Context: an optimization exercise on an open-source flow, tuned for small area, a short achievable clock period and few clock cycles. The choices shown serve that exercise and are no tape-out recipe.
For this run, only the layout was checked, not whether the RTL still works.
No activity file was given, so power comes from the tool's default toggle rates.

==> design.v <==
module ssc_compress (
    input  wire          clk,
    input  wire          rst,
    input  wire          start,
    input  wire [1023:0] x_in,
    output reg  [9:0]    mat_addr,
    input  wire [511:0]  mat_col,
    output reg           done,
    output wire [511:0]  result
);
    reg [1023:0] x;           
    reg          issuing;     
    reg          acc_en;      
    reg          last_rd;     
    reg [63:0]   acc [0:7];
    integer i;
    always @(posedge clk) begin
        if (rst) begin
            issuing  <= 1'b0;
            acc_en   <= 1'b0;
            last_rd  <= 1'b0;
            done     <= 1'b0;
            mat_addr <= 10'd0;
        end else begin
            done    <= acc_en && last_rd;
            acc_en  <= issuing;
            last_rd <= issuing && (mat_addr == 10'd1023);
            if (start) begin
                issuing  <= 1'b1;
                mat_addr <= 10'd0;
            end else if (issuing) begin
                if (mat_addr == 10'd1023)
                    issuing <= 1'b0;
                else
                    mat_addr <= mat_addr + 10'd1;
            end
        end
    end
    always @(posedge clk) begin
        if (start) begin
            x <= x_in;
            for (i = 0; i < 8; i = i + 1)
                acc[i] <= 64'd0;
        end else if (acc_en) begin
            x <= {1'b0, x[1023:1]};
            for (i = 0; i < 8; i = i + 1)
                if (x[0])
                    acc[i] <= acc[i] + mat_col[64*i +: 64];
        end
    end
    genvar g;
    generate
        for (g = 0; g < 8; g = g + 1) begin : g_res
            assign result[64*g +: 64] = acc[g];
        end
    endgenerate
endmodule
module sumhash512 (
    input  wire         clk,
    input  wire         rst,
    input  wire         cmd_valid,
    output wire         cmd_ready,
    input  wire [2:0]   cmd_op,
    input  wire         cmd_salted,
    input  wire [3:0]   cmd_cnt,
    input  wire [63:0]  cmd_data,
    output wire [9:0]   mat_addr,
    input  wire [511:0] mat_col,
    output reg          dig_valid,
    output reg  [511:0] dig
);
    localparam OP_SLOAD = 3'd0;
    localparam OP_INIT  = 3'd1;
    localparam OP_RESET = 3'd2;
    localparam OP_WRITE = 3'd3;
    localparam OP_FINAL = 3'd4;
    localparam S_IDLE = 2'd0;    
    localparam S_BLK  = 2'd1;    
    localparam S_FIN1 = 2'd2;    
    localparam S_FIN2 = 2'd3;    
    reg [1:0]   state;
    reg [511:0] chain;
    reg [511:0] carry;        
    reg [5:0]   carry_len;
    reg [57:0]  total_len;    
    reg         salted;
    reg [511:0] salt;
    reg [511:0] stage;        
    reg [6:0]   stage_cnt;
    reg [511:0] fin_blk2;
    reg         fin_two;
    reg          c_start;
    reg [1023:0] c_x;
    wire         c_done;
    wire [511:0] c_result;
    ssc_compress u_comp (
        .clk      (clk),
        .rst      (rst),
        .start    (c_start),
        .x_in     (c_x),
        .mat_addr (mat_addr),
        .mat_col  (mat_col),
        .done     (c_done),
        .result   (c_result)
    );
    assign cmd_ready = (state == S_IDLE);
    wire accept = cmd_valid && cmd_ready;
    wire [63:0]  data_m   = cmd_data & ~({64{1'b1}} << (8 * cmd_cnt));
    wire [511:0] carry_mask = ~({512{1'b1}} << (8 * carry_len));
    wire [511:0] stage_mask = ~({512{1'b1}} << (8 * stage_cnt));
    wire [575:0] wr_buf   = {64'd0, carry & carry_mask}
                          | ({512'd0, data_m} << (8 * carry_len));
    wire [6:0]   wr_len   = {1'b0, carry_len} + {3'd0, cmd_cnt};
    wire         wr_full  = wr_len[6];                 
    wire [511:0] st_buf   = (stage & stage_mask)
                          | ({448'd0, data_m} << (8 * stage_cnt));
    wire [63:0]  bitlen   = {3'd0, total_len, 3'd0};
    wire         pad_two  = (carry_len >= 6'd48);
    wire [511:0] pad_blk1 = (carry & carry_mask)
                          | ({504'd0, 8'h01} << (8 * carry_len))
                          | (pad_two ? 512'd0 : {64'd0, bitlen, 384'd0});
    wire [511:0] pad_blk2 = {64'd0, bitlen, 384'd0};
    wire [511:0] salt_m   = salted ? salt : 512'd0;
    always @(posedge clk) begin
        c_start   <= 1'b0;
        dig_valid <= 1'b0;
        if (rst) begin
            state     <= S_IDLE;
            carry_len <= 6'd0;
            total_len <= 58'd0;
            stage_cnt <= 7'd0;
            salted    <= 1'b0;
            fin_two   <= 1'b0;
        end else begin
            case (state)
            S_IDLE: if (accept) begin
                case (cmd_op)
                OP_SLOAD: begin
                    stage     <= st_buf;
                    stage_cnt <= stage_cnt + {3'd0, cmd_cnt};
                end
                OP_INIT, OP_RESET: begin
                    chain     <= 512'd0;
                    carry_len <= 6'd0;
                    if (cmd_op == OP_INIT) begin
                        salted    <= cmd_salted;
                        stage_cnt <= 7'd0;
                        if (cmd_salted)
                            salt <= stage;
                    end
                    if ((cmd_op == OP_INIT) ? cmd_salted : salted) begin
                        total_len <= 58'd64;
                        c_x       <= {((cmd_op == OP_INIT) ? stage : salt), 512'd0};
                        c_start   <= 1'b1;
                        state     <= S_BLK;
                    end else begin
                        total_len <= 58'd0;
                    end
                end
                OP_WRITE: begin
                    total_len <= total_len + {54'd0, cmd_cnt};
                    carry_len <= wr_len[5:0];
                    if (wr_full) begin
                        carry   <= {448'd0, wr_buf[575:512]};
                        c_x     <= {wr_buf[511:0] ^ salt_m, chain};
                        c_start <= 1'b1;
                        state   <= S_BLK;
                    end else begin
                        carry   <= wr_buf[511:0];
                    end
                end
                OP_FINAL: begin
                    fin_blk2 <= pad_blk2 ^ salt_m;
                    fin_two  <= pad_two;
                    c_x      <= {pad_blk1 ^ salt_m, chain};
                    c_start  <= 1'b1;
                    state    <= S_FIN1;
                end
                default: ;
                endcase
            end
            S_BLK: if (c_done) begin
                chain <= c_result;
                state <= S_IDLE;
            end
            S_FIN1: if (c_done) begin
                if (fin_two) begin
                    c_x     <= {fin_blk2, c_result};
                    c_start <= 1'b1;
                    state   <= S_FIN2;
                end else begin
                    dig       <= c_result;
                    dig_valid <= 1'b1;
                    state     <= S_IDLE;
                end
            end
            S_FIN2: if (c_done) begin
                dig       <= c_result;
                dig_valid <= 1'b1;
                state     <= S_IDLE;
            end
            endcase
        end
    end
endmodule
==> run.sh <==
#!/bin/bash
# synth_recipe.tcl (not shown) runs the flow's synth.tcl, then flattens the netlist and writes it again
# the make line also repeats each setting of config.mk as NAME=value (left out here)
make -C /OpenROAD-flow-scripts/flow DESIGN_CONFIG=/design/flow/config.mk WORK_HOME=/design/flow/orfs CLKGATE_MAP_FILE= SYNTH_SCRIPT=/design/flow/synth_recipe.tcl finish
==> config.mk <==
export PLATFORM = sky130hd
export DESIGN_NAME = sumhash512
export DESIGN_NICKNAME = sumhash512
export VERILOG_FILES = /design/flow/design.v
export SDC_FILE = /design/flow/constraint.sdc
export NUM_CORES = 4
export LEC_CHECK = 0
export CAP_MARGIN = 20
export CELL_PAD_IN_SITES_DETAIL_PLACEMENT = 2
export CELL_PAD_IN_SITES_GLOBAL_PLACEMENT = 3
export CORE_MARGIN = 2
export CORE_UTILIZATION = 25
export PLACE_DENSITY = 0.4
export SLEW_MARGIN = 20
==> constraint.sdc <==
create_clock -name core_clock -period 7.0 [get_ports {clk}]
set_input_delay 1.4000 -clock core_clock [delete_from_list [all_inputs] [get_ports {clk}]]
set_output_delay 1.4000 -clock core_clock [all_outputs]
set_load 0.01 [all_outputs]
==> qor.yml <==
floorplanning:
  dieWidth_um: 1050
  io_pins: 1111
  dieArea_um2: 1100000
  initial_core_util: 0.251
  die_y_um: 1050
  core_area_um2: 1090000
  rows: 384
power:
  ir_worst_vdd_uv: 217
  clkPwrFrac: 0.401
  combPwrFrac: 0.159
  leakagePower_nw: 115
  p_per_area_nw_per_um2: 290
  pwr-share-seq: 0.441
  p_sw_w: 0.0289
  internal-power_w: 0.0670
  netSwitchingFraction: 0.301
timing:
  finalCritPeriodShare: 0.826
  setup_viol: 0
  fmax_ghz: 0.173
  setup_slack_ps: 1220
  fin_crit_ps: 5780
  hold_violations: 0
  finalSetupTns_ps: 0
  max_slew.worst_pin.slew_ps: 1420
  relSlewSlack: 0.0544
  finClkSkew_ps: 73.1
  rsz0062_at_grt: "no"
  final_max_slew_viol_count: 0
detailed_routing:
  drc_errors: 0
  firstDrtPassIters: 7
  vias: 208043
  routed_wl_um: 1380000
  wire_per_inst_um: 33.9
  first_iter_violations: 14433
  ant_nets: 0
  via_per_inst: 5.11
critical_path:
  cpMostUsedCell: "buf_4"
  slowest_stage: "o21ai_0"
  worstReg2RegStart: "u_comp.acc[5][0]"
  critical_path_class: "primary input to flip-flop"
  crit_fanout: 7
  cp.required_ps: 7840
  worstPathArrival_ps: 6620
  cp_num_buf_inv: 6
  ff2ff_path_depth: 14
  r2r-end: "u_comp.acc[5][50]"
  max_stage_delay_ps: 900
  critPathTopFamily: "buffers and inverters"
  start_kind: "primary input"
  endpoint_kind: "flip-flop"
  r2r_slack_ps: 1720
  worstPathCellList: "clkdlybuf4s50_1, or3_1, buf_4, nand2_1, o21ai_0, o21ai_0, buf_4, nor2_1, nor2_1, buf_4, inv_1, a22oi_1, buf_4, xnor2_1, a21oi_1, a21oi_1"
synthesis:
  ys_warn_count: 3
  syn-cell-area_um2: 274000
  async_flop_share: 0
  yosysSeqAreaShare: 0.605
  synth_area_per_cell_um2: 11.2
  synthTopCellsByArea: "edfxtp_1, nand2_1, dfxtp_1, mux2_2, a21oi_1"
  synth_area_leader_cell: "edfxtp_1"
  syn_nets: 25520
  yosys.cell_count.top_type: "edfxtp_1"
  ys_ff_latch: 5715
  synth_common_cells: "edfxtp_1, nand2_1, a21oi_1"
  yosysUniqueCellTypes: 101
  netlist_instances: 24405
  synth_edf_count: 5112
  synthDominantCellAreaShare: 0.560
  ys.flop_type: "edfxtp_1"
placement:
  place_ws_ps: 330
  place_inst: 39299
  portBuffers: 1110
  globalplace.congestion: 0.912
  dp_hpwl_um: 965000
  post_dp_cell_area_um2: 307000
outcome:
  status: "finished clean"
global_route:
  grt_pass1_vias: 219396
  grt_pass1_wl_um: 1900000
  grt_max_degree: 153
  grt_overflow_total: 0
  antenna_found_initial: 176
  grtUsageTotal: 0.243
finish:
  multi_input_area_um2: 103000
  final_util: 0.303
  fin_cells: 40718
  fillers: 116442
  syn_to_final_growth_pct: 20.7
  final_layout_size_suffix_gt1_frac: 0.124
  final_nets: 26689
  register_area_um2: 166000
  stdcell_area_um2: 331000
clock_tree:
  h-tree-depth: 6
  cts_setup_buffers: 0
  cts_root_buf: "clkbuf_16"
  cts_resized: 0
  path_clk_slew_ps: 60
  clock_sinks: 5715
  cts_tree: "yes"
  cts_hold_buf: 0
  max-clock-path-buffers: 5
  numCtsBuffers: 748
  clk-insertion-delay-late_ps: 1160
worst_hold_path:
  min_to: "salt[511]"
  min_path_type: "flip-flop to flip-flop"
  hold_depth: 0
flow_run:
  maxCapViolCount: 0
==> power groups by stage <==
stage	Clock, W	Combinational, W	Sequential (W)
2_1_floorplan	0	0.00978	0.0417
3_3_place_gp	0	0.0153	0.0431
3_5_place_dp	0	0.0154	0.0431
4_1_cts	0.0398	0.0155	0.0424
5_1_grt	0.0408	0.0168	0.0425
6_report	0.0384	0.0152	0.0422
==> per-layer routing <==
| layer | vias up | global-route usage | wire (um) |
|---|---|---|---|
| li1 | 92041 | - | - |
| met1 | 110350 | 0.332 | 635000 |
| met2 | 4127 | 0.404 | 648000 |
| met3 | 1489 | 0.0271 | 48900 |
| met4 | 36 | 0.0744 | 48500 |
| met5 | - | 0 | 228 |
==> worst reg2reg max path, cell delays in order, from the launching register on <==
cell       delay [ps]
dfxtp_1           780
ha_1              340
fa_1              240
a21oi_1           120
o21ai_1           490
a31oi_1           310
o31ai_2           660
or3b_1            510
a2111oi_2         510
o211ai_1          250
and4_4            230
o41ai_2           350
xor2_1            170
nand2_1            70
a21oi_1           170
==> layout by cell type (no fill, tap or decap), drive strengths merged, types with 309 or more instances in the layout <==
| cell | netlist | routed |
|---|---|---|
| nand2 | 4311 | 4311 |
| clkinv | 3 | 309 |
| a22o | 326 | 326 |
| mux2 | 1034 | 1034 |
| clkdlybuf4s50 | 0 | 1108 |
| buf | 112 | 905 |
| dfxtp | 603 | 603 |
| and2 | 1055 | 1055 |
| o21ai | 1817 | 1817 |
| a21o | 384 | 384 |
| xnor2 | 730 | 730 |
| a21oi | 2276 | 2276 |
| nor2 | 1439 | 1439 |
| clkbuf | 1482 | 968 |
| ha | 517 | 517 |
| edfxtp | 5112 | 5112 |
| a22oi | 376 | 376 |
==> cells by family (layout without fill, tap and decap cells) <==
kind of cell | Yosys count | count (layout) | share of synthesized area
AND/OR/NAND/NOR | 7745 | 7745 | 0.123
AO/OA/AOI/OAI | 6583 | 6583 | 0.147
flip-flops | 5715 | 5715 | 0.605
buffers and inverters | 1748 | 3527 | 0.0240
multiplexers | 1118 | 1118 | 0.0456
XOR/XNOR | 968 | 968 | 0.0310
adder cells (fa/ha/maj) | 528 | 528 | 0.0244
other | 0 | 59 | 0
==> sequential cells by signal (all words and copies together), names as in the netlist, named ones only <==
| signal | count |
|---|---|
| c_start | 1 |
| c_x | 1024 |
| carry | 504 |
| carry_len | 6 |
| chain | 512 |
| dig | 512 |
| dig_valid | 1 |
| fin_blk2 | 512 |
| fin_two | 1 |
| salt | 512 |
| salted | 1 |
| stage | 504 |
| stage_cnt | 7 |
| state | 2 |
| total_len | 58 |
| u_comp.acc | 512 |
| u_comp.acc_en | 1 |
| u_comp.done | 1 |
| u_comp.issuing | 1 |
| u_comp.last_rd | 1 |
| u_comp.mat_addr | 10 |
| u_comp.x | 1024 |
==> how the worst max path moves through the flow <==
stage	start	endpoint	slack (ps)	cells past startpoint
final	cmd_cnt[1]	c_x[606]	1220	16
after global routing	cmd_cnt[1]	c_x[606]	1450	16
after CTS	cmd_cnt[1]	c_x[726]	1570	15
after detailed placement	cmd_cnt[1]	c_x[726]	330	15
after global placement	cmd_cnt[1]	c_x[947]	240	14
after floorplan	cmd_cnt[0]	c_x[0]	-22180	12
==> cell type report <==
cell class / count / share of cell area
repair buffers: 2013 / 0.0603
well taps: 14475 / 0.0548
multi-input cells: 16942 / 0.310
diodes: 59 / 0.000447
inverters: 154 / 0.00176
clock buffers: 968 / 0.0606
flip-flops and latches: 5715 / 0.501
clock inverters: 392 / 0.0108
==> through the flow <==
step / hold slack [ps] / power, W
global placement: 434 / 0.0584
detailed placement: 432 / 0.0585
global route: 450 / 0.100
floorplan: 403 / 0.0515
finish: 451 / 0.0959
CTS: 449 / 0.0977

[re-timing with driven ports]
No port has a modelled driver above. Below, the same layout with a new extraction and two added sets of constraints.
Step 1 (the two cells are an assumption about what drives the block):
set clk [get_ports {clk}]
set_driving_cell -lib_cell sky130_fd_sc_hd__clkbuf_16 $clk
set_driving_cell -lib_cell sky130_fd_sc_hd__buf_2 [delete_from_list [all_inputs] $clk]
Step 2 also shifts input and output timing later by t, the mid clock arrival at the registers, as if the neighbouring blocks saw the same clock.
a / b / c = ideal ports / drivers / drivers and shift; a / b = the first two.
shift t [ns]: 1.290
setup slack, ns: 1.219 / 1.365 / 0.076
worst hold slack (ns): 0.451 / 0.451 / 0.451
worst slew at a driven data input, ns: 0.33
After both steps this run still meets setup and hold. The setup slack of this run moves by +0.146 ns with the drivers and by -1.143 ns with both steps.
